Source: an optimization exercise on an open RTL-to-GDS flow (aim: small area, a short achievable clock period and few clock cycles per item). Production flows keep margins and buffers that such runs may drop. RTL that was checked went through simulation tests only; none was proved equivalent to the original. The RTL of run 1 was laid out without a check of its function.

<file path="design/flow/config.mk">
export PLATFORM = sky130hd
export DESIGN_NAME = sss_combine
export DESIGN_NICKNAME = sss_combine
export VERILOG_FILES = /design/flow/design.v
export SDC_FILE = /design/flow/constraint.sdc
export NUM_CORES = 4
export LEC_CHECK = 0
export CAP_MARGIN = 20
export CORE_MARGIN = 2
export CORE_UTILIZATION = 40
export SLEW_MARGIN = 20
</file>
<file path="design/flow/design.v">
module sss_combine (
    input  wire         clk,
    input  wire         rst,           
    input  wire         in_valid,
    output reg          in_ready,
    input  wire         in_last,
    input  wire [7:0]   in_index,
    input  wire [255:0] in_value,
    output reg          out_valid,
    output wire [255:0] out_secret,
    output reg  [1:0]   out_fault,     
    output reg  [3:0]   out_fault_rec  
);
    localparam integer MMAX = 16;
    function [7:0] gf_mul(input [7:0] a, input [7:0] b);
        reg [14:0] r;
        integer k;
        begin
            r = 15'd0;
            for (k = 0; k < 8; k = k + 1)
                if (b[k]) r = r ^ ({7'd0, a} << k);
            for (k = 14; k >= 8; k = k - 1)
                if (r[k]) r = r ^ (15'h11d << (k - 8));
            gf_mul = r[7:0];
        end
    endfunction
    function [7:0] gf_mul_late(input [7:0] a, input [7:0] b);
        reg [7:0] col, r;
        integer k;
        begin
            col = a;
            r   = 8'd0;
            for (k = 0; k < 8; k = k + 1) begin
                r   = r ^ (b[k] ? col : 8'd0);
                col = {col[6:0], 1'b0} ^ (col[7] ? 8'h1d : 8'h00);
            end
            gf_mul_late = r;
        end
    endfunction
    function [7:0] gf_x(input [7:0] a);
        gf_x = {a[6:0], 1'b0} ^ (a[7] ? 8'h1d : 8'h00);
    endfunction
    function [3:0] g16_mul(input [3:0] a, input [3:0] b);
        reg [6:0] r; integer k;
        begin
            r = 7'd0;
            for (k = 0; k < 4; k = k + 1) if (b[k]) r = r ^ ({3'd0, a} << k);
            for (k = 6; k >= 4; k = k - 1) if (r[k]) r = r ^ (7'h13 << (k - 4));
            g16_mul = r[3:0];
        end
    endfunction
    function [3:0] g16_inv(input [3:0] a);
        case (a)
            4'd0: g16_inv = 4'd0;
            4'd1: g16_inv = 4'd1;
            4'd2: g16_inv = 4'd9;
            4'd3: g16_inv = 4'd14;
            4'd4: g16_inv = 4'd13;
            4'd5: g16_inv = 4'd11;
            4'd6: g16_inv = 4'd7;
            4'd7: g16_inv = 4'd6;
            4'd8: g16_inv = 4'd15;
            4'd9: g16_inv = 4'd2;
            4'd10: g16_inv = 4'd12;
            4'd11: g16_inv = 4'd5;
            4'd12: g16_inv = 4'd10;
            4'd13: g16_inv = 4'd4;
            4'd14: g16_inv = 4'd3;
            4'd15: g16_inv = 4'd8;
        endcase
    endfunction
    function [7:0] to_t(input [7:0] a);
        to_t = {a[5], a[2] ^ a[5] ^ a[6], a[1] ^ a[3] ^ a[4], a[4] ^ a[7], a[1] ^ a[2] ^ a[5], a[1] ^ a[3] ^ a[4] ^ a[7], a[1] ^ a[5], a[0] ^ a[1] ^ a[3]};
    endfunction
    function [7:0] from_t(input [7:0] a);
        from_t = {a[2] ^ a[5], a[1] ^ a[3] ^ a[6] ^ a[7], a[7], a[2] ^ a[4] ^ a[5], a[1] ^ a[2] ^ a[4] ^ a[7], a[1] ^ a[3], a[1] ^ a[7], a[0] ^ a[2] ^ a[4]};
    endfunction
    function [7:0] gf_mul_t(input [7:0] a, input [7:0] b);
        reg [3:0] hh, ll, mm;
        begin
            hh = g16_mul(a[7:4], b[7:4]);
            ll = g16_mul(a[3:0], b[3:0]);
            mm = g16_mul(a[7:4] ^ a[3:0], b[7:4] ^ b[3:0]);
            gf_mul_t = {mm ^ ll, ll ^ g16_mul(hh, 4'd9)};
        end
    endfunction
    function [7:0] gf_div_t(input [7:0] pt, input [7:0] et);
        reg [3:0] e1, e0, c1, c0, dl, di, h, l, pp;
        begin
            e1 = et[7:4]; e0 = et[3:0];
            c1 = e1; c0 = e0 ^ e1;                        
            dl = g16_mul(e0, e0 ^ e1) ^ g16_mul(g16_mul(e1, e1), 4'd9);
            di = g16_inv(dl);
            pp = g16_mul(pt[7:4], c1);
            h  = pp ^ g16_mul(pt[7:4], c0) ^ g16_mul(pt[3:0], c1);
            l  = g16_mul(pp, 4'd9) ^ g16_mul(pt[3:0], c0);
            gf_div_t = {g16_mul(h, di), g16_mul(l, di)};
        end
    endfunction
    function [7:0] gf_sq(input [7:0] a);
        reg [7:0] col, r;
        integer k;
        begin
            col = 8'd1;
            r   = 8'd0;
            for (k = 0; k < 8; k = k + 1) begin
                r   = r ^ (a[k] ? col : 8'd0);
                col = gf_x(gf_x(col));
            end
            gf_sq = r;
        end
    endfunction
    reg         vphase;        
    reg  [3:0]  cnt;           
    reg  [4:0]  rem;           
    reg  [1:0]  sc;            
    reg         wv;            
    reg         afirst;        
    reg  [7:0]  w;             
    reg  [7:0]  P;             
    reg  [7:0]  E0, E1;        
    reg  [7:0]  Xt [0:MMAX-1];  
    reg  [MMAX-1:0] vm;        
    reg  [MMAX-1:0] self;      
    reg  [7:0]  xs;            
    reg  [7:0]  T1 [0:3];      
    reg  [7:0]  T2;            
    reg  [255:0] acc;
    reg         f_zero, f_dup;
    reg         dupnow;        
    reg  [3:0]  f_zero_rec, f_dup_rec;
    wire acc_idx = !vphase && in_valid;
    wire acc_val = vphase && in_valid && wv;
    wire step    = vphase && (rem != 5'd0) && (!wv || acc_val);
    wire last_v  = acc_val && (rem == 5'd0);
    assign out_secret = acc;
    wire       c0 = (cnt == 4'd0);
    wire       c1 = (cnt == 4'd1);
    wire       c2 = (cnt == 4'd2);
    wire [7:0] x0 = from_t(Xt[0]);
    wire [7:0] x1 = from_t(Xt[1]);
    wire [7:0] tin = to_t(in_index);
    wire [7:0] e0p  = from_t(E0);
    wire [7:0] e1p  = from_t(E1);
    wire [7:0] pp   = from_t(P);
    wire [7:0] E0_n = c0 ? tin : to_t(gf_mul_late(e0p, x0 ^ in_index));
    wire [7:0] E1_n = to_t(gf_mul_late(c1 ? x0 : e1p, (c1 ? 8'd0 : x1) ^ in_index) ^
                           (c1 ? gf_sq(in_index) : 8'd0));
    wire [7:0] P_n  = c0 ? tin : to_t(gf_mul_late(pp, in_index));
    reg  [MMAX-1:0] eq;
    integer k;
    always @(*)
        for (k = 0; k < MMAX; k = k + 1)
            eq[k] = (Xt[k] == tin) && (k < cnt);
    reg  [7:0] xs_n;
    reg  [7:0] leaf [0:MMAX-1];
    reg  [7:0] l1 [0:7];
    reg  [7:0] T1_n [0:3];
    always @(*) begin
        xs_n = 8'd0;
        for (k = 1; k < MMAX; k = k + 1)
            xs_n = xs_n | (self[k-1] ? Xt[k] : 8'd0);
        for (k = 0; k < MMAX; k = k + 1)
            leaf[k] = self[k] ? Xt[k] : (vm[k] ? (Xt[k] ^ xs) : 8'd1);
        for (k = 0; k < 8; k = k + 1)
            l1[k] = gf_mul_t(leaf[2*k], leaf[2*k+1]);
        for (k = 0; k < 4; k = k + 1)
            T1_n[k] = gf_mul_t(l1[2*k], l1[2*k+1]);
    end
    wire [7:0] T2_n = gf_mul_t(gf_mul_t(T1[0], T1[1]), gf_mul_t(T1[2], T1[3]));
    wire [7:0] Esel   = (sc == 2'd0) ? E0 : ((sc == 2'd1) ? E1 : T2);
    wire [7:0] Pm     = (f_dup || dupnow) ? 8'd0 : P;
    wire [7:0] w_next = gf_div_t(Pm, Esel);
    reg  [7:0] col [0:7];
    reg  [255:0] prod;
    integer c, p;
    always @(*) begin
        col[0] = from_t(w);
        for (c = 1; c < 8; c = c + 1) col[c] = gf_x(col[c-1]);
        for (c = 0; c < 8; c = c + 1) col[c] = col[c] & {8{acc_val}};
        for (p = 0; p < 32; p = p + 1) begin
            prod[8*p +: 8] = 8'd0;
            for (c = 0; c < 8; c = c + 1)
                prod[8*p +: 8] = prod[8*p +: 8] ^ (in_value[8*p + c] ? col[c] : 8'd0);
        end
    end
    always @(posedge clk)
        acc <= (afirst ? 256'd0 : acc) ^ prod;
    integer i;
    always @(posedge clk) begin
        if (acc_idx) begin
            for (i = 0; i < MMAX; i = i + 1)
                if (i == cnt) Xt[i] <= tin;
            vm <= c0 ? 16'd1 : (vm | (16'd1 << cnt));
            E0 <= E0_n;
            if (!c0) E1 <= E1_n;
            P  <= P_n;
        end
        if (step) begin
            for (i = 0; i < 4; i = i + 1) T1[i] <= T1_n[i];
            T2 <= T2_n;
            w  <= w_next;
        end
    end
    wire vphase_n = !rst && (last_v ? 1'b0 : ((acc_idx && in_last) ? 1'b1 : vphase));
    wire wv_n     = !rst && (step ? 1'b1 : (last_v ? 1'b0 : wv));
    always @(posedge clk) begin
        in_ready <= !vphase_n || wv_n;
        if (vphase) begin
            out_fault     <= f_zero ? 2'd1 : (f_dup ? 2'd2 : 2'd0);
            out_fault_rec <= f_zero ? f_zero_rec : f_dup_rec;
        end
    end
    always @(posedge clk) begin
        if (rst) begin
            vphase    <= 1'b0;
            cnt       <= 4'd0;
            wv        <= 1'b0;
            dupnow    <= 1'b0;
            out_valid <= 1'b0;
        end else begin
            out_valid <= 1'b0;
            dupnow <= acc_idx && (|eq);
            if (dupnow && !f_dup) begin
                f_dup     <= 1'b1;
                f_dup_rec <= cnt - 4'd1;
            end
            if (acc_idx) begin
                if (c0) begin
                    f_zero <= 1'b0;
                    f_dup  <= 1'b0;
                end
                if (in_index == 8'd0 && !(f_zero && !c0)) begin
                    f_zero     <= 1'b1;
                    f_zero_rec <= cnt;
                end
                cnt <= cnt + 4'd1;
                if (in_last) begin
                    rem    <= {1'b0, cnt} + 5'd1;
                    sc     <= 2'd0;
                    self   <= 16'd4;
                    xs     <= c2 ? tin : Xt[2];
                    vphase <= 1'b1;
                    afirst <= 1'b1;
                end
            end
            if (step) begin
                wv   <= 1'b1;
                rem  <= rem - 5'd1;
                self <= self << 1;
                xs   <= xs_n;
                if (sc != 2'd2) sc <= sc + 2'd1;
            end else if (last_v) begin
                wv <= 1'b0;
            end
            if (acc_val)
                afirst <= 1'b0;
            if (last_v) begin
                out_valid <= 1'b1;
                vphase    <= 1'b0;
                cnt       <= 4'd0;
            end
        end
    end
endmodule
</file>
<file path="design/flow/constraint.sdc">
create_clock -name core_clock -period 20.0 [get_ports {clk}]
set_input_delay 4.0000 -clock core_clock [delete_from_list [all_inputs] [get_ports {clk}]]
set_output_delay 4.0000 -clock core_clock [all_outputs]
set_load 0.01 [all_outputs]
</file>
<file path="design/flow/flow/run.sh">
#!/bin/bash
set -uo pipefail
export BUFFER_PORTS_ARGS="-buffer_cell sky130_fd_sc_hd__buf_2"
export SETUP_SLACK_MARGIN=14.0
bash standard.sh > standard.log 2>&1
</file>
<file path="design/flow/standard.sh">
#!/bin/bash
# synth_recipe.tcl (not shown) runs the flow's synth.tcl, then flattens the netlist and writes it again
# the make line also repeats each setting of config.mk as NAME=value (left out here)
make -C /OpenROAD-flow-scripts/flow DESIGN_CONFIG=/design/flow/config.mk WORK_HOME=/design/flow/orfs CLKGATE_MAP_FILE= SYNTH_SCRIPT=/design/flow/synth_recipe.tcl "${@:-finish}"
</file>
==> flow_metrics.tcl, run 1 <==
set metrics [dict create \
    overflow 0 \
    clock_latency_ns 0.71 \
    sum_of_met3_wire_segment_lengths_after_detailed_routing_um 22500 \
    synth.cell_area_sq_mm 0.0710 \
    crit_chain "buf_8 > clkinv_8 > ha_4 > xnor2_2 > buf_12 > buf_4 > xnor2_1 > or4_4 > nor4_4 > a21oi_2 > o221ai_2 > nor3_1 > nor2_1 > a21oi_2 > a311oi_2" \
    place.detailed.hpwl_um 179000 \
    via_count 65500 \
    most_numerous_cell_types_in_the_synthesized_netlist "xnor2_1, nand2_1, xor2_1, nor2_1, clkbuf_1" \
    synth_enable_flop_cells 262 \
    final.min_clock_period_ns 6.09 \
    detail_route.drc_violations 0 \
    ios 532 \
    routed_length_on_met1_um 106000 \
    via_to_cell_ratio 5.41 \
    wire_per_inst_um 22.0 \
    synth-seq-cells 527 \
    total_number_of_clock_tree_sinks 527 \
    placed_cells 11900 \
    die_height_um 425 \
    drt_first_iter_violations 6797 \
    global_route_wire_length_before_repair_um 394000 \
    r2r_slack_ns 14.32 \
    first_pass_iteration_count_of_the_detailed_router 6 \
    io_buffer_count 531 \
    crit_path_start_kind "primary input" \
    final_util_pct 44.7 \
    cts_hold_buffers 0 \
    finalSetupViolCount 0 \
    die_x_um 425 \
    topRoutingLayerUsed "met5" \
    drv_cap 0 \
    worstSetupPathType "primary input to register" \
    grt_antenna_before_repair 33 \
    netlist.area_leader.share_pct 33.8 \
    finalWorstSetupSlack_ns 13.91 \
    worst_ep_required_time_ns 20.57 \
    hp-class "register to register" \
    htreeDepth 3 \
    final_slew_violations 0 \
    final.period_utilization_pct 30.5 \
    synthDistinctLibCells 94 \
    syn-instance-count 9639 \
    syn_area_per_cell_sq_um 7.37 \
    gp_congestion 0.939 \
    post-synth-top-area-cell "xnor2_1" \
    critical_path.slowest_cell "or4_4" \
    achievable-frequency_ghz 0.164 \
    run_status "finished clean" \
    yosysWarnings 7 \
    timing_hold_violations_final 0 \
    track_usage_pct 28.0 \
    yosys_most_used_dff "dfxtp_1" \
    relSlewSlack_pct 23.8 \
    worst_path_dominant_cell_family "simple AND/OR/NAND/NOR gates" \
    ys_async_sr_fraction_pct 0 \
    cts.clk_slew.worst_paths_ns 0.06 \
    design.core.area_sq_mm 0.176 \
    yosys.cell_count.top_type "xnor2_1" \
    stdcell_count 12100 \
    synth.yosys.seq_area_share_pct 18.6 \
    worst_path_most_repeated_cell "a21oi_2" \
    worst_ep_arrival_time_ns 6.67 \
    mappedNetlistNets 9925 \
    yosys-top-cells-area "xnor2_1, nand2_1, edfxtp_1, xor2_1, dfxtp_1" \
    post-place-ws_ns 11.58 \
    cts_buffers 71 \
    flow.area_growth_from_synthesis_pct 10.9 \
    worst_path_largest_cell_delay_ns 0.45 \
    finalNetCount 9975 \
    maximum_number_of_pins_on_one_net_before_global_route_repair 166 \
    detail-route-antenna-nets 0 \
    rows 154 \
    cp_max_fo 16 \
    skew_ns 0.0525 \
    tightestPinTransition_ns 1.14 \
    die_area_sq_mm 0.181 \
    clock_buffer_depth 3 \
    first_global_vias 62400 \
    tritoncts "done" \
    met2_wirelength_um 123000 \
    critical_path_buf_inv_count 4 \
    share_of_layout_cells_above_drive_strength_1_pct 10.6 \
    finalWirelength_um 266000 \
    initial_utilization_pct 40.3 \
    clock-root-buffer "clkbuf_16" \
    setup.worst_path.end_class "register" \
    timing.setup.tns_ns 0 \
    grt_setup_unrepaired "yes" \
]
-- flip-flops by register name, indices dropped and copies added (netlist names), 8 cells and up --
| name | cells |
|---|---|
| E0 | 8 |
| E1 | 8 |
| P | 8 |
| T1 | 32 |
| T2 | 8 |
| Xt | 128 |
| acc | 256 |
| self | 14 |
| vm | 16 |
| w | 8 |
| xs | 8 |
-- cell families (layout without fill, tap and decap cells) --
| logic type | after synthesis | in the layout | share of synthesized area [%] |
|---|---|---|---|
| flip-flops | 527 | 527 | 18.6 |
| AO/OA/AOI/OAI | 819 | 819 | 7.21 |
| buffers and inverters | 821 | 919 | 5.11 |
| AND/OR/NAND/NOR | 3921 | 3922 | 23.6 |
| adder cells (fa/ha/maj) | 18 | 18 | 0.317 |
| XOR/XNOR | 3446 | 3446 | 43.9 |
| other | 0 | 19 | 0 |
| multiplexers | 87 | 87 | 1.31 |
-- layer usage --
layer | global-route usage, % | up-vias
li1 | - | 30300
met1 | 35.3 | 31200
met2 | 46.0 | 3261
met3 | 4.26 | 751
met4 | 14.9 | 8
met5 | 0 | -
-- area by class of cell --
type                    count  area [sq um]
diodes                     19          47.5
clock buffers              98          2060
clock inverters            24           256
fillers                 17700         97600
inverters                  79           347
multi-input cells        8292         55100
flip-flops and latches    527         13200
well taps                2340          2930
repair buffers            717          4820
repair inverters            1          6.26
-- what timing repair did --
item / in CTS / in global routing
hold endpoints to repair: 0 / 0
pin swaps: 22 / 31
gates cloned: 8 / 4
setup endpoints to repair: 360 / 203
resized for setup: 109 / 69
setup buffers: 33 / 38
-- layout by cell type, fill, tap and decap left out, drive strengths merged, types with 26 or more instances in the layout --
cell    count
a211oi     28
a21oi     200
a22oi     104
and2       51
buf       707
clkbuf    103
dfxtp     265
edfxtp    262
inv        77
mux2       30
mux2i      57
nand2    2621
nand2b    280
nand3     128
nand3b     52
nor2      469
nor2b     179
nor3       40
o211ai     26
o21a       49
o21ai     265
xnor2    2767
xnor3      52
xor2      623
-- path summary, 6_finish.rpt --
check               start               end  cells after the start
min          f_dup_rec[0]  out_fault_rec[0]                      1
max reg2reg         sc[0]              w[5]                     17
max           in_index[0]            dupnow                     15
min reg2reg  f_dup_rec[0]  out_fault_rec[0]                      1
-- per-stage QoR --
stage	hold slack [ns]	cell area [sq um]
2_1_floorplan	0.463	71300
3_3_place_gp	0.551	74600
3_5_place_dp	0.538	74600
4_1_cts	0.563	77900
5_1_grt	0.577	78700
6_report	0.562	78700
==> run 2: changes to the inputs <==
--- a/design/flow/design.v
+++ b/design/flow/design.v
@@ -124,7 +124,7 @@
     reg  [MMAX-1:0] self;      
     reg  [7:0]  xs;            
     reg  [7:0]  T1 [0:3];      
-    reg  [7:0]  T2;            
+    reg  [7:0]  Ec;            
     reg  [255:0] acc;
     reg         f_zero, f_dup;
     reg         dupnow;        
@@ -168,9 +168,8 @@
             T1_n[k] = gf_mul_t(l1[2*k], l1[2*k+1]);
     end
     wire [7:0] T2_n = gf_mul_t(gf_mul_t(T1[0], T1[1]), gf_mul_t(T1[2], T1[3]));
-    wire [7:0] Esel   = (sc == 2'd0) ? E0 : ((sc == 2'd1) ? E1 : T2);
     wire [7:0] Pm     = (f_dup || dupnow) ? 8'd0 : P;
-    wire [7:0] w_next = gf_div_t(Pm, Esel);
+    wire [7:0] w_next = gf_div_t(Pm, Ec);
     reg  [7:0] col [0:7];
     reg  [255:0] prod;
     integer c, p;
@@ -195,10 +194,11 @@
             E0 <= E0_n;
             if (!c0) E1 <= E1_n;
             P  <= P_n;
+            if (in_last) Ec <= E0_n;
         end
         if (step) begin
             for (i = 0; i < 4; i = i + 1) T1[i] <= T1_n[i];
-            T2 <= T2_n;
+            Ec <= (sc == 2'd0) ? E1 : T2_n;
             w  <= w_next;
         end
     end
==> design/flow/flow/run.sh (replaced) <==
#!/bin/bash
set -uo pipefail
export BUFFER_PORTS_ARGS="-buffer_cell sky130_fd_sc_hd__buf_2"
export SETUP_SLACK_MARGIN=14.4
bash standard.sh > standard.log 2>&1
==> flow_metrics.tcl, run 2 <==
set metrics [dict create \
    largest-register "acc" \
    finalSetupViolCount 0 \
    regArea_sq_mm 0.0132 \
    syn_area_per_cell_sq_um 7.52 \
    r2r_slack_ns 14.52 \
    crit_path_start_kind "primary input" \
    via_count 68900 \
    timing_hold_violations_final 0 \
    syn-instance-count 9610 \
    total_number_of_clock_tree_sinks 527 \
    tightestPinTransition_ns 1.22 \
    finalWirelength_um 300000 \
    gp_congestion 0.934 \
    most_numerous_cell_types_in_the_synthesized_netlist "xnor2_1, nand2_1, xor2_1, nor2_1, clkbuf_1" \
    synth.yosys.seq_area_share_pct 18.2 \
    final.period_utilization_pct 30.3 \
    multi_input_comb_area_sq_mm 0.0574 \
    ys_async_sr_fraction_pct 0 \
    min-delay-start "f_zero_rec[1]" \
    wire_per_inst_um 24.6 \
    relSlewSlack_pct 18.8 \
    mappedNetlistNets 9896 \
    clock-root-buffer "clkbuf_16" \
    worstSetupPathType "primary input to register" \
    reg.largest.list "acc (256), Xt (128), T1 (32)" \
    timing.setup.tns_ns 0 \
    via_to_cell_ratio 5.63 \
    die_area_sq_mm 0.184 \
    initial_utilization_pct 40.4 \
    synth-seq-cells 527 \
    design.core.area_sq_mm 0.179 \
    cts_hold_buffers 0 \
    regToRegStartpoint "xs[6]" \
    die_x_um 429 \
    global_route_wire_length_before_repair_um 424000 \
    finalNetCount 10100 \
    rows 155 \
    final_slew_violations 0 \
    whs_endpoint "out_fault_rec[1]" \
    grt_setup_unrepaired "yes" \
    final_common_cell "nand2_1" \
    drt_first_iter_violations 7628 \
    detail-route-antenna-nets 0 \
    drv_cap 0 \
    final.min_clock_period_ns 6.07 \
    filler_cells_inserted 17400 \
    ios 532 \
    clock_buffer_depth 3 \
    track_usage_pct 30.0 \
    netlist.area_leader.share_pct 32.0 \
    post-synth-top-area-cell "xnor2_1" \
    timing.reg2reg.worst_path_depth 12 \
    overflow 0 \
    setup.worst_path.end_class "register" \
    worst_ep_arrival_time_ns 6.54 \
    cts_buffers 76 \
    synthDistinctLibCells 92 \
    placed_cells 11800 \
    first_global_vias 65100 \
    reg2reg_to "T1[1][1]" \
    detail_route.drc_violations 0 \
    synth.cell_area_sq_mm 0.0722 \
    maximum_number_of_pins_on_one_net_before_global_route_repair 177 \
    share_of_layout_cells_above_drive_strength_1_pct 12.8 \
    run_status "finished clean" \
    tritoncts "done" \
    flow.area_growth_from_synthesis_pct 15.3 \
    yosys_most_used_dff "dfxtp_1" \
    achievable-frequency_ghz 0.165 \
    clock_latency_ns 0.72 \
    place.detailed.hpwl_um 187000 \
    htreeDepth 3 \
    synth_enable_flop_cells 262 \
    hp-class "register to register" \
    mostFrequentLayoutCells "nand2_1, xnor2_1, xor2_1, buf_2, nor2_1" \
    die_height_um 429 \
    first_pass_iteration_count_of_the_detailed_router 9 \
    worst_ep_required_time_ns 20.47 \
    cp_max_fo 3 \
    cts.clk_slew.worst_paths_ns 0.07 \
    finalWorstSetupSlack_ns 13.93 \
    yosys.cell_count.top_type "xnor2_1" \
    post-place-ws_ns 11.77 \
    yosysWarnings 7 \
    grt_antenna_before_repair 46 \
    min_delay_path_depth 1 \
    largest_register_ffs 256 \
    yosys-top-cells-area "xnor2_1, nand2_1, edfxtp_1, dfxtp_1, xor2_1" \
    skew_ns 0.0356 \
    stdcell_count 12200 \
    io_buffer_count 531 \
]
## run 2: changes by cell type after synthesis, moves of 26 or more
cell,delta
xor2_1,-43
inv_1,-28
o21ai_0,-26
nor2_1,-69
xnor3_1,+95
o21ai_1,+29
a22oi_1,+36
clkbuf_2,+32
xnor2_1,-102
## run 2: cells by family after synthesis
family / Yosys count / synth area share [%]
compound gates: 900 / 7.93
xor+xnor: 3393 / 44.4
fa+ha+maj: 18 / 0.312
buf+inv: 802 / 4.80
flops: 527 / 18.2
mux: 56 / 0.819
simple gates: 3914 / 23.5
## run 2: layout make-up
cell class              count  share of cell area, %
diodes                     31                 0.0931
flip-flops and latches    527                   15.8
inverters                  51                  0.319
multi-input cells        8288                   68.9
well taps                2355                   3.54
clock buffers             101                   2.53
clock inverters            34                  0.403
repair buffers            843                   8.36
## run 2: worst max-delay path by stage
stage | cells past startpoint | start | end
2_1_floorplan | 12 | in_index[3] | Ec[2]
3_3_place_gp | 10 | in_valid | acc[52]
3_5_place_dp | 10 | in_valid | acc[16]
4_1_cts | 12 | in_index[3] | Ec[0]
5_1_grt | 15 | in_index[0] | Ec[2]
6_report | 13 | in_index[3] | Ec[2]
## run 2: routing by layer
| layer | routed length, um | vias to the layer above | GRT usage [%] |
|---|---|---|---|
| met5 | 92 | - | 0 |
| met4 | 25300 | 14 | 20.3 |
| met3 | 29300 | 1083 | 5.39 |
| met2 | 134000 | 4119 | 48.3 |
| met1 | 112000 | 32800 | 36.6 |
| li1 | - | 30900 | - |
## run 2: what timing repair did
item	CTS	global route
endpoints found under the setup margin	411	279
gates cloned	27	30
pin swaps	74	187
resized for setup	224	191
setup buffers	93	72
## run 2: metrics by stage
stage	area, sq um	hold slack (ns)	utilization, %
2_1_floorplan	72900	0.463	-
3_3_place_gp	76000	0.554	42.4
3_5_place_dp	76000	0.545	42.4
4_1_cts	80900	0.556	45.2
5_1_grt	83300	0.576	46.5
6_report	83300	0.559	46.5
## run 2: critical path, stage by stage
cell	delay (ns)
buf_12	0.10
buf_12	0.14
clkinv_8	0.05
xnor3_2	0.27
buf_6	0.15
nor2_4	0.07
xor2_1	0.18
xnor2_1	0.20
xnor3_2	0.44
xnor3_2	0.33
xor2_2	0.23
o21ai_2	0.12
a21bo_2	0.25
Testbench counts of run 2, summed over its fixed seeds: cycles 9,828, commands 384.
==> run 3: changes to the inputs <==
--- a/design/flow/design.v
+++ b/design/flow/design.v
@@ -118,16 +118,17 @@
     reg         afirst;        
     reg  [7:0]  w;             
     reg  [7:0]  P;             
-    reg  [7:0]  E0, E1;        
+    reg  [7:0]  E0;            
+    reg  [7:0]  E1;            
     reg  [7:0]  Xt [0:MMAX-1];  
     reg  [MMAX-1:0] vm;        
     reg  [MMAX-1:0] self;      
     reg  [7:0]  xs;            
     reg  [7:0]  T1 [0:3];      
-    reg  [7:0]  Ec;            
     reg  [255:0] acc;
     reg         f_zero, f_dup;
-    reg         dupnow;        
+    reg  [7:0]  tin_r;         
+    reg         idx_r;         
     reg  [3:0]  f_zero_rec, f_dup_rec;
     wire acc_idx = !vphase && in_valid;
     wire acc_val = vphase && in_valid && wv;
@@ -140,18 +141,18 @@
     wire [7:0] x0 = from_t(Xt[0]);
     wire [7:0] x1 = from_t(Xt[1]);
     wire [7:0] tin = to_t(in_index);
-    wire [7:0] e0p  = from_t(E0);
-    wire [7:0] e1p  = from_t(E1);
-    wire [7:0] pp   = from_t(P);
-    wire [7:0] E0_n = c0 ? tin : to_t(gf_mul_late(e0p, x0 ^ in_index));
-    wire [7:0] E1_n = to_t(gf_mul_late(c1 ? x0 : e1p, (c1 ? 8'd0 : x1) ^ in_index) ^
-                           (c1 ? gf_sq(in_index) : 8'd0));
-    wire [7:0] P_n  = c0 ? tin : to_t(gf_mul_late(pp, in_index));
+    wire [7:0] E0_n = c0 ? in_index : gf_mul_late(E0, x0 ^ in_index);
+    wire [7:0] E1_n = gf_mul_late(c1 ? x0 : E1, (c1 ? 8'd0 : x1) ^ in_index) ^
+                      (c1 ? gf_sq(in_index) : 8'd0);
+    wire [7:0] P_n  = c0 ? in_index : gf_mul_late(P, in_index);
     reg  [MMAX-1:0] eq;
     integer k;
-    always @(*)
-        for (k = 0; k < MMAX; k = k + 1)
-            eq[k] = (Xt[k] == tin) && (k < cnt);
+    always @(*) begin
+        for (k = 0; k < MMAX - 1; k = k + 1)
+            eq[k] = (Xt[k] == tin_r) && vm[k+1];
+        eq[MMAX-1] = 1'b0;
+    end
+    wire dupnow = idx_r && (|eq);
     reg  [7:0] xs_n;
     reg  [7:0] leaf [0:MMAX-1];
     reg  [7:0] l1 [0:7];
@@ -169,7 +170,7 @@
     end
     wire [7:0] T2_n = gf_mul_t(gf_mul_t(T1[0], T1[1]), gf_mul_t(T1[2], T1[3]));
     wire [7:0] Pm     = (f_dup || dupnow) ? 8'd0 : P;
-    wire [7:0] w_next = gf_div_t(Pm, Ec);
+    wire [7:0] w_next = gf_div_t(to_t(Pm), to_t(E0));
     reg  [7:0] col [0:7];
     reg  [255:0] prod;
     integer c, p;
@@ -187,6 +188,7 @@
         acc <= (afirst ? 256'd0 : acc) ^ prod;
     integer i;
     always @(posedge clk) begin
+        tin_r <= tin;
         if (acc_idx) begin
             for (i = 0; i < MMAX; i = i + 1)
                 if (i == cnt) Xt[i] <= tin;
@@ -194,11 +196,10 @@
             E0 <= E0_n;
             if (!c0) E1 <= E1_n;
             P  <= P_n;
-            if (in_last) Ec <= E0_n;
         end
         if (step) begin
             for (i = 0; i < 4; i = i + 1) T1[i] <= T1_n[i];
-            Ec <= (sc == 2'd0) ? E1 : T2_n;
+            E0 <= (sc == 2'd0) ? E1 : from_t(T2_n);
             w  <= w_next;
         end
     end
@@ -216,11 +217,11 @@
             vphase    <= 1'b0;
             cnt       <= 4'd0;
             wv        <= 1'b0;
-            dupnow    <= 1'b0;
+            idx_r     <= 1'b0;
             out_valid <= 1'b0;
         end else begin
             out_valid <= 1'b0;
-            dupnow <= acc_idx && (|eq);
+            idx_r <= acc_idx;
             if (dupnow && !f_dup) begin
                 f_dup     <= 1'b1;
                 f_dup_rec <= cnt - 4'd1;
==> design/flow/flow/run.sh (replaced) <==
#!/bin/bash
set -uo pipefail
export BUFFER_PORTS_ARGS="-buffer_cell sky130_fd_sc_hd__buf_2"
export SETUP_SLACK_MARGIN=14.0
bash standard.sh > standard.log 2>&1
==> flow_metrics.tcl, run 3 <==
set metrics [dict create \
    worstSetupPathType "primary input to register" \
    first_global_vias 62600 \
    yosys_most_used_dff "dfxtp_1" \
    syn-instance-count 9584 \
    skew_ns 0.0548 \
    global_route.usage.met1_pct 36.8 \
    grt_antenna_before_repair 69 \
    total_number_of_clock_tree_sinks 527 \
    grt_setup_unrepaired "yes" \
    run_status "finished clean" \
    largest-register "acc" \
    die_area_sq_mm 0.181 \
    gp_congestion 0.934 \
    detail_route.drc_violations 0 \
    drt_first_iter_violations 7358 \
    via_to_cell_ratio 5.53 \
    maximum_number_of_pins_on_one_net_before_global_route_repair 193 \
    io_buffer_count 531 \
    final.hold.worst_slack_ns 0.563 \
    placedInstanceArea_sq_mm 0.0746 \
    final_common_cell "xnor2_1" \
    place.detailed.hpwl_um 187000 \
    detail-route-antenna-nets 0 \
    htreeDepth 3 \
    global_route_wire_length_before_repair_um 407000 \
    grt_use_met2_pct 46.5 \
    largest_register_ffs 256 \
    cts_buffers 72 \
    post-synth-top-area-cell "xnor2_1" \
    yosys.cell_count.top_type "xnor2_1" \
    synth.yosys.seq_area_share_pct 18.4 \
    synth.cell_area_sq_mm 0.0711 \
    achievable-frequency_ghz 0.167 \
    mappedNetlistNets 9869 \
    cts_hold_buffers 0 \
    reg.largest.list "acc (256), Xt (128), T1 (32)" \
    timing_hold_violations_final 0 \
    top_usage_layer "met2" \
    crit_path_start_kind "primary input" \
    share_of_layout_cells_above_drive_strength_1_pct 9.76 \
    final.period_utilization_pct 30.0 \
    netlist.area_leader.share_pct 33.0 \
    clock_buffer_depth 3 \
    worst_ep_arrival_time_ns 6.58 \
    design.core.area_sq_mm 0.176 \
    filler_cells_inserted 17600 \
    die_x_um 426 \
    worst_ep_required_time_ns 20.58 \
    clock_latency_ns 0.71 \
    first_pass_iteration_count_of_the_detailed_router 9 \
    tightestPinTransition_ns 1.21 \
    overflow 0 \
    ios 532 \
    finalSetupViolCount 0 \
    finalWirelength_um 285000 \
    final.min_clock_period_ns 6.00 \
    hp-class "register to register" \
    drv_cap 0 \
    initial_utilization_pct 40.3 \
    rows 154 \
    synth-seq-cells 527 \
    syn_area_per_cell_sq_um 7.42 \
    yosysWarnings 7 \
    cts.clk_slew.worst_paths_ns 0.06 \
    die_height_um 426 \
    globalRouteMet3Util_pct 4.70 \
    tritoncts "done" \
    post-route-cell-area_sq_mm 0.0783 \
    wire_per_inst_um 23.6 \
    timing.setup.tns_ns 0 \
    mostFrequentLayoutCells "xnor2_1, nand2_1, xor2_1, buf_2, nor2_1" \
    track_usage_pct 29.4 \
    final_util_pct 44.3 \
    clock-root-buffer "clkbuf_16" \
    flow.area_growth_from_synthesis_pct 10.0 \
    synth_enable_flop_cells 254 \
    final_slew_violations 0 \
    finalNetCount 9888 \
    setup.worst_path.end_class "register" \
    most_numerous_cell_types_in_the_synthesized_netlist "xnor2_1, nand2_1, xor2_1, nor2_1, clkbuf_1" \
    yosys-top-cells-area "xnor2_1, nand2_1, edfxtp_1, dfxtp_1, xor2_1" \
    synthDistinctLibCells 84 \
    via_count 66700 \
    relSlewSlack_pct 18.7 \
    ys_async_sr_fraction_pct 0 \
    cp_max_fo 96 \
]
run 3: cell count changes after synthesis, moves of 15 or more:
cell / delta
xnor3_1: -55
mux2i_1: +25
clkbuf_2: -16
a21oi_1: -15
nor2_1: +43
nor2b_1: +40
nand2_1: -16
xnor2_1: +39
nand2b_1: -36
xor2_1: +21
and2_1: +15
a22oi_1: -26
buf_2: +22
run 3: worst paths after layout:
kind	from	to	slack (ns)	cells after the start
worst min-delay path	cnt[1]	cnt[1]	0.56	2
worst max register to register	xs[3]	T1[1][1]	14.31	14
worst max-delay path	in_valid	acc[148]	14.00	11
worst min register to register	cnt[1]	cnt[1]	0.56	2
run 3: kinds of logic after synthesis:
group                    synth area share (%)
XOR/XNOR                                 44.2
buffers and inverters                    4.88
AND/OR/NAND/NOR                          23.9
multiplexers                             1.29
AO/OA/AOI/OAI                            6.99
flip-flops                               18.4
adder cells (fa/ha/maj)                 0.299
run 3: worst max-delay path: stages:
cell,delay [ns]
clkbuf_4,0.19
nand3_4,0.23
buf_16,0.27
buf_4,0.18
nor2_4,0.22
clkbuf_16,0.48
nand2_1,0.15
xnor2_1,0.16
xnor2_1,0.25
xnor2_1,0.13
xnor2_1,0.13
run 3: area by class of cell:
| class | count | area (sq um) | share of cell area (%) |
|---|---|---|---|
| Multi-Input combinational cell | 8259 | 55000 | 70.3 |
| Sequential cell | 527 | 13100 | 16.7 |
| Timing Repair Buffer | 694 | 4510 | 5.76 |
| Tap cell | 2340 | 2930 | 3.74 |
| Clock buffer | 103 | 2100 | 2.68 |
| Clock inverter | 30 | 333 | 0.425 |
| Inverter | 49 | 189 | 0.241 |
| Antenna cell | 46 | 115 | 0.147 |
run 3: through the flow:
step,setup slack (ns),instances
after global routing,13.93,12000
after floorplan,14.00,9584
after global placement,11.57,11800
final,14.00,12000
after detailed placement,11.49,11800
after CTS,14.03,12000
run 3: layer usage:
layer  vias up  part of all wire [%]
met3       958                   9.1
met4        16                   7.7
met1     31800                    39
met5         -                 0.033
met2      3640                    44
li1      30300                     -
run 3: what timing repair did:
item / CTS / global route
setup buffers: 19 / 14
gates resized for setup: 52 / 31
endpoints found under the setup margin: 268 / 188
gates cloned: 9 / 13
pin swaps: 10 / 3
Testbench counts of run 3, summed over its fixed seeds: cycles 9,828, commands 384.
==> run 4: changes to the inputs <==
==> design/flow/flow/run.sh (replaced) <==
#!/bin/bash
set -uo pipefail
export BUFFER_PORTS_ARGS="-buffer_cell sky130_fd_sc_hd__buf_2"
export SETUP_SLACK_MARGIN=14.4
bash standard.sh > standard.log 2>&1
--- a/design/flow/config.mk
+++ b/design/flow/config.mk
@@ -9,3 +9,4 @@
 export CORE_MARGIN = 2
 export CORE_UTILIZATION = 40
 export SLEW_MARGIN = 20
+export TNS_END_PERCENT = 0
==> flow_metrics.tcl, run 4 <==
set metrics [dict create \
    timing_hold_violations_final 0 \
    skew_ns 0.0592 \
    run_status "finished clean" \
    synthDistinctLibCells 84 \
    detail-route-antenna-nets 0 \
    total_number_of_clock_tree_sinks 527 \
    initial_utilization_pct 40.3 \
    io_buffer_count 531 \
    cp_max_fo 7 \
    clock_buffer_depth 3 \
    clock-root-buffer "clkbuf_16" \
    maximum_number_of_pins_on_one_net_before_global_route_repair 98 \
    stdcell_count 12100 \
    drv_cap 0 \
    first_pass_iteration_count_of_the_detailed_router 7 \
    via_count 67400 \
    die_area_sq_mm 0.181 \
    most_numerous_cell_types_in_the_synthesized_netlist "xnor2_1, nand2_1, xor2_1, nor2_1, clkbuf_1" \
    worst_ep_arrival_time_ns 6.25 \
    ys_async_sr_fraction_pct 0 \
    finalWirelength_um 295000 \
    die_x_um 426 \
    overflow 0 \
    syn-instance-count 9584 \
    post-synth-top-area-cell "xnor2_1" \
    rows 154 \
    grt_setup_unrepaired "yes" \
    grt_antenna_before_repair 81 \
    die_height_um 426 \
    track_usage_pct 30.0 \
    detail_route.drc_violations 0 \
    htreeDepth 3 \
    flow.area_growth_from_synthesis_pct 11.5 \
    first_global_vias 62500 \
    largest_register_ffs 256 \
    hp-class "register to register" \
    relSlewSlack_pct 14.3 \
    final_common_cell "xnor2_1" \
    synth.cell_area_sq_mm 0.0711 \
    gp_congestion 0.942 \
    worst_ep_required_time_ns 20.57 \
    largest-register "acc" \
    yosys_most_used_dff "dfxtp_1" \
    synth_enable_flop_cells 254 \
    tightestPinTransition_ns 1.28 \
    placed_cells 11800 \
    yosys.cell_count.top_type "xnor2_1" \
    global_route_wire_length_before_repair_um 414000 \
    crit_path_start_kind "primary input" \
    cts.clk_slew.worst_paths_ns 0.06 \
    ios 532 \
    synth.yosys.seq_area_share_pct 18.4 \
    netlist.area_leader.share_pct 33.0 \
    clock_latency_ns 0.72 \
    timing.setup.tns_ns 0 \
    setup.worst_path.end_class "register" \
    syn_area_per_cell_sq_um 7.42 \
    place.detailed.hpwl_um 187000 \
    share_of_layout_cells_above_drive_strength_1_pct 10.4 \
    final.min_clock_period_ns 5.68 \
    tritoncts "done" \
    yosys-top-cells-area "xnor2_1, nand2_1, edfxtp_1, dfxtp_1, xor2_1" \
    drt_first_iter_violations 7447 \
    wire_per_inst_um 24.4 \
    design.core.area_sq_mm 0.176 \
    finalSetupViolCount 0 \
    finalNetCount 9929 \
    yosysWarnings 7 \
    final_slew_violations 0 \
    cts_buffers 71 \
    worstSetupPathType "primary input to register" \
    mappedNetlistNets 9869 \
    synth-seq-cells 527 \
    via_to_cell_ratio 5.57 \
    mostFrequentLayoutCells "xnor2_1, nand2_1, xor2_1, buf_2, nor2_1" \
    reg.largest.list "acc (256), Xt (128), T1 (32)" \
    achievable-frequency_ghz 0.176 \
    final.period_utilization_pct 28.4 \
]
run 4: cell types whose count changed in the layout (fill, tap and decap cells not counted), moves of 5 or more:
cell | previous run | this run
buf_12 | 7 | 17
buf_2 | 529 | 524
clkinv_2 | 13 | 7
diode_2 | 46 | 54
buf_4 | 118 | 124
buf_6 | 13 | 18
buf_8 | 2 | 9
xnor2_1 | 2673 | 2655
xnor2_2 | 26 | 40
run 4: cell families (layout without fill, tap and decap cells):
| kind of cell | count (synthesis) | after routing | synth area share (%) |
|---|---|---|---|
| AOI/OAI and AO/OA | 801 | 801 | 6.99 |
| xor gates and xnor gates | 3404 | 3404 | 44.2 |
| adders and majority gates | 17 | 17 | 0.299 |
| buffers and inverters | 802 | 912 | 4.88 |
| DFF | 527 | 527 | 18.4 |
| muxes | 87 | 87 | 1.29 |
| other | 0 | 54 | 0 |
| and+or+nand+nor | 3946 | 3951 | 23.9 |
run 4: final timing paths:
check                 from        to  slack [ns]  depth (start not counted)
hold / removal      cnt[1]    cnt[1]        0.58                          2
setup / recovery  in_valid  acc[237]       14.32                         13
hold reg to reg     cnt[1]    cnt[1]        0.58                          2
setup reg to reg     xs[7]  T1[3][4]       14.70                         12
run 4: critical path: stages:
cell and delay [ns]:
buf_8 0.09, nand3_4 0.15, buf_16 0.24, buf_16 0.15, nor2_4 0.25, buf_12 0.21
buf_16 0.17, nand2_4 0.06, xnor2_2 0.13, xnor2_1 0.21, xnor2_1 0.14, xnor2_1 0.26
xnor2_1 0.12
run 4: through the flow:
step / util, % / instance area (sq um) / hold WS (ns) / worst slack, ns
detailed placement: 42.2 / 74500 / 0.566 / 11.96
floorplan: - / 71200 / 0.471 / 13.96
CTS: 44.1 / 77800 / 0.574 / 14.18
finish: 44.9 / 79300 / 0.576 / 14.32
global route: 44.9 / 79300 / 0.614 / 14.29
global placement: 42.2 / 74500 / 0.560 / 12.05
run 4: layout make-up:
class	instances	area, sq um
Fill cell	17600	97200
Multi-Input combinational cell	8260	55300
Sequential cell	527	13100
Timing Repair Buffer	735	5320
Tap cell	2340	2930
Clock buffer	98	2000
Clock inverter	30	338
Inverter	49	190
Antenna cell	54	135
run 4: routing by layer:
layer / global-route usage, % / wire length [um] / vias up
li1: - / - / 30400
met1: 37.8 / 113000 / 32100
met2: 47.3 / 130000 / 3864
met3: 4.77 / 28400 / 965
met4: 19.4 / 22700 / 24
met5: 0 / 149 / -
run 4: timing repair:
| action | in CTS | in global routing |
|---|---|---|
| setup buffers | 20 | 49 |
| endpoints found under the setup margin | 280 | 298 |
| pin swaps | 11 | 36 |
| gates resized for setup | 73 | 107 |
| cloned | 17 | 22 |
| hold buffers | 0 | 0 |
==> run 5: changes to the inputs <==
==> design/flow/flow/run.sh (replaced) <==
#!/bin/bash
set -uo pipefail
export BUFFER_PORTS_ARGS="-buffer_cell sky130_fd_sc_hd__buf_2"
export SETUP_SLACK_MARGIN=14.6
bash standard.sh > standard.log 2>&1
==> flow_metrics.tcl, run 5 <==
set metrics [dict create \
    mappedNetlistNets 9869 \
    largest_register_ffs 256 \
    drv_cap 0 \
    largest-register "acc" \
    multi_input_comb_area_sq_mm 0.0553 \
    die_area_sq_mm 0.181 \
    placedInstanceArea_sq_mm 0.0748 \
    worst_ep_arrival_time_ns 6.38 \
    netlist.area_leader.share_pct 33.0 \
    stdcell_count 12100 \
    tritoncts "done" \
    synth_enable_flop_cells 254 \
    clock_latency_ns 0.72 \
    flow.area_growth_from_synthesis_pct 11.4 \
    placed_cells 11800 \
    design.core.area_sq_mm 0.176 \
    setup.worst_path.end_class "register" \
    post-route-cell-area_sq_mm 0.0793 \
    yosysWarnings 7 \
    critical_path.slowest_cell "nor2b_2" \
    worst-path-stages 10 \
    detail_route.drc_violations 0 \
    grt_setup_unrepaired "yes" \
    htreeDepth 3 \
    regToRegStartpoint "xs[3]" \
    syn-instance-count 9584 \
    worstSetupPathType "primary input to register" \
    io_buffer_count 531 \
    final_common_cell "xnor2_1" \
    place.detailed.hpwl_um 187000 \
    syn_area_per_cell_sq_um 7.42 \
    ios 532 \
    synthDistinctLibCells 84 \
    wire_per_inst_um 24.0 \
    hp-class "register to register" \
    finalWorstSetupSlack_ns 14.23 \
    min_delay_path_depth 2 \
    post-synth-top-area-cell "xnor2_1" \
    synth.cell_area_sq_mm 0.0711 \
    global_route_wire_length_before_repair_um 414000 \
    clock_buffer_depth 3 \
    synth-seq-cells 527 \
    timing.setup.tns_ns 0 \
    filler_cells_inserted 17600 \
    detail-route-antenna-nets 0 \
    worst_path_largest_cell_delay_ns 0.81 \
    tightestPinTransition_ns 1.22 \
    first_global_vias 63100 \
    die_height_um 426 \
    clock-root-buffer "clkbuf_16" \
    run_status "finished clean" \
    final_slew_violations 0 \
    ys_async_sr_fraction_pct 0 \
    finalSetupViolCount 0 \
    reg.largest.list "acc (256), Xt (128), T1 (32)" \
    crit_chain "buf_4 > nand3_4 > buf_12 > buf_4 > nor2b_2 > nand2_1 > xnor2_1 > xnor2_1 > xnor2_1 > xnor2_1" \
    share_of_layout_cells_above_drive_strength_1_pct 10.2 \
    skew_ns 0.0617 \
    post-place-ws_ns 12.14 \
    final.min_clock_period_ns 5.77 \
    most_numerous_cell_types_in_the_synthesized_netlist "xnor2_1, nand2_1, xor2_1, nor2_1, clkbuf_1" \
    mostFrequentLayoutCells "xnor2_1, nand2_1, xor2_1, buf_2, nor2_1" \
    maximum_number_of_pins_on_one_net_before_global_route_repair 171 \
    synth.yosys.seq_area_share_pct 18.4 \
    reg2reg_to "T1[0][1]" \
    via_count 67200 \
    cts_buffers 71 \
    finalNetCount 9922 \
    crit_end "acc[248]" \
    die_x_um 426 \
    worst_setup_path_startpoint "in_valid" \
    cts.clk_slew.worst_paths_ns 0.06 \
    worst_path_most_repeated_cell "xnor2_1" \
    via_to_cell_ratio 5.55 \
    yosys_most_used_dff "dfxtp_1" \
    drt_first_iter_violations 7739 \
    grt_antenna_before_repair 78 \
    worst_path_dominant_cell_family "simple AND/OR/NAND/NOR gates" \
    regArea_sq_mm 0.0131 \
    track_usage_pct 30.0 \
    crit_path_start_kind "primary input" \
    relSlewSlack_pct 18.9 \
    timing.reg2reg.worst_path_depth 11 \
    achievable-frequency_ghz 0.173 \
    r2r_slack_ns 14.50 \
    critical_path_buf_inv_count 3 \
    rows 154 \
    overflow 0 \
    cp_max_fo 11 \
    final.period_utilization_pct 28.9 \
    yosys.cell_count.top_type "xnor2_1" \
    cts_hold_buffers 0 \
    yosys-top-cells-area "xnor2_1, nand2_1, edfxtp_1, dfxtp_1, xor2_1" \
    worst_ep_required_time_ns 20.61 \
    total_number_of_clock_tree_sinks 527 \
    finalWirelength_um 290000 \
    initial_utilization_pct 40.3 \
    first_pass_iteration_count_of_the_detailed_router 9 \
    gp_congestion 0.950 \
    timing_hold_violations_final 0 \
]
run 5: cell counts after synthesis:
Identical to the previous run, type by type.
run 5: timing repair:
| item | in CTS | in global routing |
|---|---|---|
| setup endpoints to repair | 338 | 313 |
| endpoints found under the hold margin | 0 | 0 |
| gates cloned | 23 | 13 |
| setup buffers | 35 | 24 |
| pin swaps | 22 | 16 |
| gates resized for setup | 88 | 37 |
run 5: worst min-delay path by stage:
stage	slack, ns	start	end
after floorplan	0.47	cnt[3]	f_zero_rec[3]
after detailed placement	0.53	f_zero_rec[3]	out_fault_rec[3]
after CTS	0.55	cnt[1]	cnt[1]
final	0.55	cnt[1]	cnt[1]
after global routing	0.58	f_zero_rec[1]	out_fault_rec[1]
after global placement	0.54	f_zero_rec[1]	out_fault_rec[1]
run 5: metrics by stage:
stage | hold WS [ns] | util (%)
CTS | 0.547 | 44.4
global route | 0.577 | 44.9
global placement | 0.539 | 42.4
finish | 0.548 | 44.9
floorplan | 0.471 | -
detailed placement | 0.533 | 42.4
run 5: layer usage:
metal	vias up	share of wire [%]	routed length, um	track usage [%]
li1	30400	-	-	-
met4	16	7.4	21300	18.7
met2	3744	44	129000	47.4
met3	1001	9.2	26700	5.05
met1	32000	39	113000	37.9
met5	-	0.048	138	0
run 5: worst register-to-register path: stages (launching register included):
cell and delay (ns):
edfxtp_1 0.65, xnor2_4 0.91, a21oi_1 0.16, o21ai_1 0.48
nand2_1 0.14, xnor3_1 0.41, xnor3_1 0.51, xor2_1 0.38
nor2_1 0.10, xnor2_1 0.16, xnor3_1 0.42, xnor2_1 0.82
run 5: cell families after synthesis:
group,synth area share [%]
adders and majority gates,0.299
AOI/OAI and AO/OA,6.99
xor gates and xnor gates,44.2
buffers and inverters,4.88
muxes,1.29
DFF,18.4
and+or+nand+nor,23.9
run 5: cell type report:
| class | count | area share (%) |
|---|---|---|
| repair buffers | 728 | 6.55 |
| well taps | 2340 | 3.69 |
| diodes | 57 | 0.180 |
| clock inverters | 33 | 0.519 |
| clock buffers | 98 | 2.48 |
| inverters | 49 | 0.243 |
| flip-flops and latches | 527 | 16.5 |
| multi-input cells | 8260 | 69.8 |
==> run 6: changes to the inputs <==
==> design/flow/flow/run.sh (replaced) <==
#!/bin/bash
set -uo pipefail
export BUFFER_PORTS_ARGS="-buffer_cell sky130_fd_sc_hd__buf_2"
export SETUP_SLACK_MARGIN=14.4
bash standard.sh > standard.log 2>&1
--- a/design/flow/config.mk
+++ b/design/flow/config.mk
@@ -8,5 +8,7 @@
 export CAP_MARGIN = 20
 export CORE_MARGIN = 2
 export CORE_UTILIZATION = 40
+export CTS_CLUSTER_DIAMETER = 100
+export CTS_CLUSTER_SIZE = 20
 export SLEW_MARGIN = 20
 export TNS_END_PERCENT = 0
==> flow_metrics.tcl, run 6 <==
set metrics [dict create \
    worst_ep_arrival_time_ns 6.28 \
    critical_path_buf_inv_count 5 \
    finalNetCount 9861 \
    clock_latency_ns 0.69 \
    initial_utilization_pct 40.3 \
    achievable-frequency_ghz 0.176 \
    htreeDepth 2 \
    yosys.cell_count.top_type "xnor2_1" \
    synth_enable_flop_cells 254 \
    mostFrequentLayoutCells "xnor2_1, nand2_1, xor2_1, buf_2, nor2_1" \
    maximum_number_of_pins_on_one_net_before_global_route_repair 98 \
    critical_path.slowest_cell "buf_16" \
    design.core.area_sq_mm 0.176 \
    crit_path_start_kind "primary input" \
    die_x_um 426 \
    worst_ep_required_time_ns 20.60 \
    netlist.area_leader.share_pct 33.0 \
    via_count 66800 \
    setup.worst_path.end_class "register" \
    reg2reg_to "T1[3][5]" \
    tritoncts "done" \
    worst_path_dominant_cell_family "buffers and inverters" \
    finalWirelength_um 290000 \
    io_buffer_count 531 \
    ios 532 \
    run_status "finished clean" \
    timing_hold_violations_final 0 \
    most_numerous_cell_types_in_the_synthesized_netlist "xnor2_1, nand2_1, xor2_1, nor2_1, clkbuf_1" \
    timing.setup.tns_ns 0 \
    worst-path-stages 13 \
    share_of_layout_cells_above_drive_strength_1_pct 9.49 \
    syn_area_per_cell_sq_um 7.42 \
    whs_endpoint "cnt[1]" \
    detail_route.drc_violations 0 \
    grt_antenna_before_repair 77 \
    grt_setup_unrepaired "yes" \
    cts_buffers 42 \
    finalSetupViolCount 0 \
    ys_async_sr_fraction_pct 0 \
    yosys-top-cells-area "xnor2_1, nand2_1, edfxtp_1, dfxtp_1, xor2_1" \
    drv_cap 0 \
    timing.reg2reg.worst_path_depth 12 \
    yosys_most_used_dff "dfxtp_1" \
    clock-root-buffer "clkbuf_16" \
    r2r_slack_ns 14.67 \
    flow.area_growth_from_synthesis_pct 9.45 \
    relSlewSlack_pct 15.9 \
    min-delay-start "cnt[1]" \
    synth-seq-cells 527 \
    via_to_cell_ratio 5.56 \
    gp_congestion 0.942 \
    global_route_wire_length_before_repair_um 419000 \
    detail-route-antenna-nets 0 \
    synth.cell_area_sq_mm 0.0711 \
    track_usage_pct 30.4 \
    final_slew_violations 0 \
    mappedNetlistNets 9869 \
    final_common_cell "xnor2_1" \
    skew_ns 0.0517 \
    synth.yosys.seq_area_share_pct 18.4 \
    largest_register_ffs 256 \
    overflow 0 \
    largest-register "acc" \
    die_area_sq_mm 0.181 \
    cts.clk_slew.worst_paths_ns 0.09 \
    hp-class "register to register" \
    wire_per_inst_um 24.2 \
    worstSetupPathType "primary input to register" \
    final.period_utilization_pct 28.4 \
    total_number_of_clock_tree_sinks 527 \
    post-route-cell-area_sq_mm 0.0779 \
    rows 154 \
    syn-instance-count 9584 \
    post-synth-top-area-cell "xnor2_1" \
    synthDistinctLibCells 84 \
    final.min_clock_period_ns 5.68 \
    placedInstanceArea_sq_mm 0.0745 \
    worst_path_largest_cell_delay_ns 0.26 \
    first_global_vias 62400 \
    die_height_um 426 \
    drt_first_iter_violations 7142 \
    tightestPinTransition_ns 1.26 \
    yosysWarnings 7 \
    min_delay_path_depth 2 \
    clock_buffer_depth 3 \
    cp_max_fo 17 \
    filler_cells_inserted 17700 \
    regToRegStartpoint "vm[15]" \
    first_pass_iteration_count_of_the_detailed_router 8 \
    cts_hold_buffers 0 \
    reg.largest.list "acc (256), Xt (128), T1 (32)" \
    place.detailed.hpwl_um 187000 \
    crit_chain "buf_6 > nand3_4 > buf_16 > buf_16 > nor2_4 > buf_12 > buf_16 > nand2_1 > xnor2_2 > xnor2_2 > xnor2_1 > xnor2_1 > xnor2_1" \
]
[run 6: kinds of logic after synthesis]
family          after synthesis  synth area share [%]
mux                          87                  1.29
flops                       527                  18.4
simple gates               3946                  23.9
fa+ha+maj                    17                 0.299
compound gates              801                  6.99
xor+xnor                   3404                  44.2
buf+inv                     802                  4.88
[run 6: worst max path at each step]
| stage | startpoint | to | slack, ns |
|---|---|---|---|
| 4_1_cts | in_index[6] | E0[5] | 14.26 |
| 2_1_floorplan | in_index[2] | E1[7] | 13.96 |
| 6_report | in_valid | acc[214] | 14.32 |
| 3_3_place_gp | in_valid | acc[159] | 12.05 |
| 5_1_grt | in_valid | acc[214] | 14.25 |
| 3_5_place_dp | in_valid | acc[112] | 11.96 |
[run 6: worst min-delay path, delay by kind of cell, from the launching register on]
kind,cells,cell delay [ns]
simple gates,1,0.09
compound gates,1,0.06
flops,1,0.40
[run 6: routing by layer]
metal,share of wire [%],up-vias,global-route usage (%)
met1,38,31800,38.5
li1,-,30300,-
met4,7.8,22,20.0
met2,44,3734,47.8
met5,0.046,-,0
met3,9.4,988,4.98
[run 6: metrics by stage]
step	instances	util, %	worst slack, ns	hold WS (ns)
6_report	12000	44.1	14.32	0.583
4_1_cts	11900	43.8	14.26	0.578
3_3_place_gp	11800	42.2	12.05	0.560
5_1_grt	12000	44.1	14.25	0.600
2_1_floorplan	9584	-	13.96	0.471
3_5_place_dp	11800	42.2	11.96	0.566
[run 6: layout make-up]
class / instances / area [sq um] / area share [%]
Clock buffer: 54 / 1130 / 1.45
Tap cell: 2340 / 2930 / 3.76
Inverter: 49 / 190 / 0.244
Multi-Input combinational cell: 8260 / 55200 / 70.9
Sequential cell: 527 / 13100 / 16.8
Timing Repair Buffer: 696 / 4970 / 6.38
Antenna cell: 54 / 135 / 0.174
Clock inverter: 24 / 254 / 0.326
[run 6: timing repair]
item | in CTS | in global routing
setup endpoints to repair | 284 | 288
hold endpoints to repair | 0 | 0
setup buffers | 27 | 12
gates cloned | 27 | 4
pin swaps | 14 | 14
gates resized for setup | 99 | 40
==> run 7: changes to the inputs <==
--- a/design/flow/config.mk
+++ b/design/flow/config.mk
@@ -7,7 +7,7 @@
 export LEC_CHECK = 0
 export CAP_MARGIN = 20
 export CORE_MARGIN = 2
-export CORE_UTILIZATION = 40
+export CORE_UTILIZATION = 50
 export CTS_CLUSTER_DIAMETER = 100
 export CTS_CLUSTER_SIZE = 20
 export SLEW_MARGIN = 20
==> flow_metrics.tcl, run 7 <==
set metrics [dict create \
    detail-route-antenna-nets 0 \
    grt_antenna_before_repair 48 \
    detail_route.drc_violations 0 \
    clock_buffer_depth 3 \
    track_usage_pct 35.7 \
    maximum_number_of_pins_on_one_net_before_global_route_repair 129 \
    final_util_pct 54.3 \
    first_global_vias 62000 \
    worstSetupPathType "primary input to register" \
    via_to_cell_ratio 5.71 \
    crit_chain "buf_2 > nand3_4 > buf_12 > buf_8 > buf_12 > nor2_4 > buf_12 > buf_16 > nand2_1 > xnor2_1 > xnor2_1 > xnor2_1 > xnor2_1" \
    timing.reg2reg.worst_path_depth 13 \
    reg.largest.list "acc (256), Xt (128), T1 (32)" \
    die_area_sq_mm 0.145 \
    yosys.cell_count.top_type "xnor2_1" \
    wire_per_inst_um 24.0 \
    synth-seq-cells 527 \
    most_numerous_cell_types_in_the_synthesized_netlist "xnor2_1, nand2_1, xor2_1, nor2_1, clkbuf_1" \
    finalSetupViolCount 0 \
    drv_cap 0 \
    flow.area_growth_from_synthesis_pct 8.00 \
    cp_max_fo 28 \
    finalWirelength_um 276000 \
    initial_utilization_pct 50.3 \
    tritoncts "done" \
    die_height_um 381 \
    clock-root-buffer "clkbuf_16" \
    clock_latency_ns 0.68 \
    filler_cells_inserted 13500 \
    worst-path-stages 13 \
    worst_path_dominant_cell_family "buffers and inverters" \
    cts.clk_slew.worst_paths_ns 0.08 \
    regToRegStartpoint "xs[2]" \
    reg2reg_to "T1[0][7]" \
    timing_hold_violations_final 0 \
    min-delay-start "f_zero_rec[1]" \
    grt_setup_unrepaired "yes" \
    worst_setup_path_startpoint "in_valid" \
    timing.setup.tns_ns 0 \
    finalNetCount 9847 \
    worst_ep_required_time_ns 20.58 \
    yosys-top-cells-area "xnor2_1, nand2_1, edfxtp_1, dfxtp_1, xor2_1" \
    cts_hold_buffers 0 \
    place.detailed.hpwl_um 182000 \
    share_of_layout_cells_above_drive_strength_1_pct 9.35 \
    io_buffer_count 531 \
    via_count 65800 \
    cts_buffers 43 \
    syn-instance-count 9584 \
    htreeDepth 2 \
    netlist.area_leader.share_pct 33.0 \
    skew_ns 0.0524 \
    final_common_cell "xnor2_1" \
    synth.yosys.seq_area_share_pct 18.4 \
    run_status "finished clean" \
    worst_path_most_repeated_cell "xnor2_1" \
    syn_area_per_cell_sq_um 7.42 \
    critical_path.slowest_cell "buf_16" \
    yosys_most_used_dff "dfxtp_1" \
    final.min_clock_period_ns 5.86 \
    global_route_wire_length_before_repair_um 401000 \
    rows 138 \
    ios 532 \
    synth.cell_area_sq_mm 0.0711 \
    drt_first_iter_violations 7304 \
    yosysWarnings 7 \
    crit_end "acc[58]" \
    r2r_slack_ns 14.23 \
    hp-class "register to register" \
    first_pass_iteration_count_of_the_detailed_router 7 \
    ys_async_sr_fraction_pct 0 \
    final.period_utilization_pct 29.3 \
    mostFrequentLayoutCells "xnor2_1, nand2_1, xor2_1, buf_2, nor2_1" \
    tightestPinTransition_ns 1.11 \
    die_x_um 381 \
    gp_congestion 1.00 \
    critical_path_buf_inv_count 6 \
    achievable-frequency_ghz 0.171 \
    synthDistinctLibCells 84 \
    setup.worst_path.end_class "register" \
    design.core.area_sq_mm 0.141 \
    worst_path_largest_cell_delay_ns 0.23 \
    relSlewSlack_pct 25.9 \
    post-synth-top-area-cell "xnor2_1" \
    total_number_of_clock_tree_sinks 527 \
    crit_path_start_kind "primary input" \
    synth_enable_flop_cells 254 \
    worst_ep_arrival_time_ns 6.44 \
    largest_register_ffs 256 \
    mappedNetlistNets 9869 \
    overflow 0 \
    largest-register "acc" \
    final_slew_violations 0 \
]
-- run 7: worst reg2reg max path, cell delays in order (launching register included) --
cell and delay, ns:
edfxtp_1 0.85, buf_4 0.48, xor2_2 0.47, buf_4 0.37, nand3_1 0.12, o21ai_1 0.34
nand2_1 0.10, xnor3_1 0.43, xor2_1 0.40, xnor2_1 0.26, or3_1 0.39, a31o_2 0.26
xnor2_1 0.13, xnor2_1 0.81
-- run 7: worst min path at each step --
stage	endpoint	slack [ns]	depth (start not counted)
CTS	out_fault_rec[1]	0.56	1
floorplan	in_ready	0.47	2
global route	out_fault_rec[1]	0.58	1
finish	out_fault_rec[1]	0.56	1
global placement	out_fault_rec[3]	0.54	1
detailed placement	out_fault_rec[1]	0.54	1
-- run 7: cell families (layout without fill, tap and decap cells) --
group,after synthesis,count (layout),share of synthesized area (%)
adders and majority gates,17,17,0.299
other,0,36,0
muxes,87,87,1.29
buffers and inverters,802,809,4.88
AOI/OAI and AO/OA,801,801,6.99
xor gates and xnor gates,3404,3404,44.2
and+or+nand+nor,3946,3951,23.9
DFF,527,527,18.4
-- run 7: cell type report --
type | instances | area [sq um] | share of cell area (%)
flip-flops and latches | 527 | 13100 | 17.0
repair buffers | 681 | 4450 | 5.79
multi-input cells | 8260 | 55100 | 71.7
clock buffers | 54 | 1210 | 1.58
well taps | 1890 | 2360 | 3.08
clock inverters | 25 | 327 | 0.425
diodes | 36 | 90.1 | 0.117
inverters | 49 | 190 | 0.248
-- run 7: layer usage --
layer  GRT usage [%]  wire length [um]
met1            46.6            110000
met2            56.7            124000
met4            17.2             14400
met5           0.628               267
met3            6.48             28200
-- run 7: stage by stage --
step / setup slack [ns] / cell area, sq um / hold slack (ns) / cells
finish: 14.14 / 76800 / 0.560 / 11500
CTS: 14.18 / 76200 / 0.555 / 11500
global route: 14.12 / 76800 / 0.575 / 11500
detailed placement: 12.45 / 74100 / 0.535 / 11400
global placement: 12.46 / 74100 / 0.540 / 11400
floorplan: 13.96 / 71200 / 0.471 / 9584
-- run 7: repair_timing --
item / CTS / global route
hold endpoints to repair: 0 / 0
pin swaps: 5 / 6
gates resized for setup: 58 / 46
gates cloned: 9 / 12
endpoints found under the setup margin: 279 / 328
setup buffers: 8 / 12

port drivers added, routing unchanged:
In the flow no input, the clock included, has a driving cell. The finished layouts below were timed again as built, in two steps. Step 1 assumes that a clkbuf_16 drives the clock port and a buf_2 every other input. Step 2 adds t to the input delays and takes it off the output delays; t is the mean of the earliest and latest rising clock arrival at the registers after step 1. Input paths then give back, and output paths get back, about the clock's delay inside the block. Three values: ideal ports, drivers, drivers and shift; two values: the first two.
run	t, ns	setup slack, ns	worst setup path after step 2
run 1	0.774	13.907 / 13.943 / 13.168	input to register
run 2	0.780	13.931 / 13.931 / 13.151	input to register
run 3	0.770	14.004 / 14.038 / 13.268	input to register
run 4	0.785	14.321 / 14.330 / 13.545	input to register
run 5	0.782	14.227 / 14.227 / 13.445	input to register
run 6	0.752	14.317 / 14.331 / 13.579	input to register
run 7	0.742	14.138 / 14.190 / 13.448	input to register
After both steps every run listed still meets setup and hold. For run 5, which loses most, drivers alone change the setup slack by 0.000 ns; drivers and shift together by -0.782 ns.
